Background: an optimization exercise with open tools, aiming at small area, a short achievable clock period and few clock cycles. Do not read the settings as production practice. Only simulation tests tie the RTL to the original design; equivalence was not proved. Power is estimated from default activity; no workload was simulated.

==> flow/design.v (excerpt) <==
module tz_hash (
    input  wire         clk,
    input  wire         rst,
    input  wire         in_valid,
    output wire         in_ready,
    input  wire [1:0]   in_op,
    input  wire [7:0]   in_data,
    output wire         idle,
    output wire [511:0] digest,
    output reg          err
);
    localparam [1:0] OP_INIT   = 2'd0;
    localparam [1:0] OP_ABSORB = 2'd1;
    localparam [1:0] OP_BIT    = 2'd2;
    localparam [1:0] OP_CAT    = 2'd3;
    localparam [126:0] ONE = 127'd1;
    function [126:0] fmulx;
        input [126:0] v;
        begin
            fmulx = {v[125:0], 1'b0};
            if (v[126])
                fmulx = fmulx ^ {63'd0, 1'b1, 62'd0, 1'b1};
        end
    endfunction
    function [126:0] fred;
        input [134:0] v;
        begin
            fred = v[126:0] ^ {56'd0, v[134:127], 55'd0, v[134:127]};
        end
    endfunction
    function [126:0] fmulx8;
        input [126:0] v;
        begin
            fmulx8 = fred({v, 8'd0});
        end
    endfunction
    function [126:0] fdivx;
        input [126:0] v;
        begin
            fdivx = {1'b0, v[126:1]};
            if (v[0])
                fdivx = fdivx ^ {1'b1, 63'd0, 1'b1, 62'd0};
        end
    endfunction
    function [126:0] fdivx8;
        input [126:0] v;
        integer i;
        begin
            fdivx8 = v;
            for (i = 0; i < 8; i = i + 1)
                fdivx8 = fdivx(fdivx8);
        end
    endfunction
    function [126:0] fmul8;
        input [126:0] v;
        input [7:0]   m;
        reg   [127:0] w;
        reg   [134:0] acc;
        reg   [3:0]   yl, yh, ys, ml, mh, ms;
        reg   [6:0]   pl, ph, pm;
        reg   [14:0]  p;
        integer k, i, j;
        begin
            w   = {1'b0, v};
            acc = 135'd0;
            ml  = m[3:0];
            mh  = m[7:4];
  ...
Size in the first run: ~1100 flip-flops, roughly 530 I/O pins, about 99000 um^2 of cells after synthesis.
make LEC_CHECK=0 CAP_MARGIN=20 CORE_MARGIN=2 CORE_UTILIZATION=30 PLACE_DENSITY=0.5 SETUP_SLACK_MARGIN=1.4 SLEW_MARGIN=20 SYNTH_HIERARCHICAL=1 finish   # period 4.0 ns
run.sh (not shown) runs the stock make flow with config.mk's settings and CLKGATE_MAP_FILE= SYNTH_SCRIPT=/design/flow/synth_recipe.tcl, a recipe that flattens the netlist after the stock synthesis.
The starting point completed with no timing, DRC or antenna violations.
Testbench counts at the start, summed over its fixed seeds: cycles 69,724.
Next try:
- SETUP_SLACK_MARGIN: 1.4 -> 1.3
Outcome:
- The changed run produced a clean layout
- register-to-register slack loses 80 ps
- count of clock-buffer cells in the layout does not change
- setup slack degrades by 80 ps
- sequential power hardly moves
- area after synthesis does not change
- hold slack is worse by 16 ps
- sequential share of layout area rises by 0.73 points
- maximum frequency came out lower by a few percent
Next try:
- CTS_CLUSTER_DIAMETER: unset -> 90
- CTS_CLUSTER_SIZE: unset -> 24
- SETUP_SLACK_MARGIN: 1.3 -> 1.2
Total power drops by 9.2%.
Wire length fell by 2.7%.
Setup slack improves by 3.1 ps.
Clock skew hardly moves.
Core utilization came out lower by 1.6 points.
Sequential power barely changes.


== build 73 ==
tz_hash again, from the RTL that the note above started with.
Design tz_hash, start of the top module:
module tz_hash (
    input  wire         clk,
    input  wire         rst,
    input  wire         in_valid,
    output wire         in_ready,
    input  wire [1:0]   in_op,
    input  wire [7:0]   in_data,
    output wire         idle,
    output wire [511:0] digest,
    output reg          err
);
clock: 4.0 ns
lec_check: 0
cap_margin: 10
core_margin: 2
core_utilization: 30
cts_cluster_diameter: 100
cts_cluster_size: 30
place_density: 0.5
setup_slack_margin: 1.25
slew_margin: 10
synth_hierarchical: 1
Testbench counts of build 73, summed over its fixed seeds: cycles 69,724.
Input changes introduced in trial 63 (baseline for comparison: build 73):
- changing SLEW_MARGIN from 10 to 20
- changing CAP_MARGIN from 10 to 20
==> summary.txt <==
In summary, trial 63 completed successfully, with a layout that passed the timing, design-rule and antenna checks.
Compared with build 73, in trial 63 core utilization roughly the same, total power consumption of the routed design roughly the same.
As far as final period demand of the worst path goes, trial 63 and build 73 are indistinguishable; the numbers are identical.
Between build 73 and trial 63, the difference in cell leakage power is negligible.

## re-timing with driven ports
Ports are ideal in the flow. The routed layouts listed here were re-timed in OpenROAD. Step 1: set_driving_cell puts a clkbuf_16 on clk and a buf_2 on each other input, an assumption about the parent block. Step 2, shift: input delay + t, output delay - t, t = (earliest + latest rising clock arrival at the registers) / 2. This alone moves slack from input paths to output paths. Slacks: no drivers / after step 1 / after step 2; pairs: no drivers / after step 1.
| run | shift t [ns] | setup slack, ns | hold slack, ns | worst setup path at the end |
|---|---|---|---|---|
| the first run of note 1 | 0.922 | 1.338 / 1.302 / 0.745 | 0.465 / 0.465 / 0.465 | input to register |
| the second run of note 1 | 0.922 | 1.257 / 1.228 / 0.839 | 0.450 / 0.450 / 0.450 | input to register |
| the third run of note 1 | 0.839 | 1.260 / 1.174 / 0.879 | 0.527 / 0.527 / 0.527 | input to register |
| build 73 | 0.837 | 1.286 / 1.213 / 0.881 | 0.528 / 0.528 / 0.528 | input to register |
| trial 63 | 0.837 | 1.286 / 1.213 / 0.881 | 0.528 / 0.528 / 0.528 | input to register |
After both steps setup and hold are still met in every run listed. The setup slack of the first run of note 1, which loses most, moves by -0.036 ns with the drivers and by -0.593 ns with both steps.
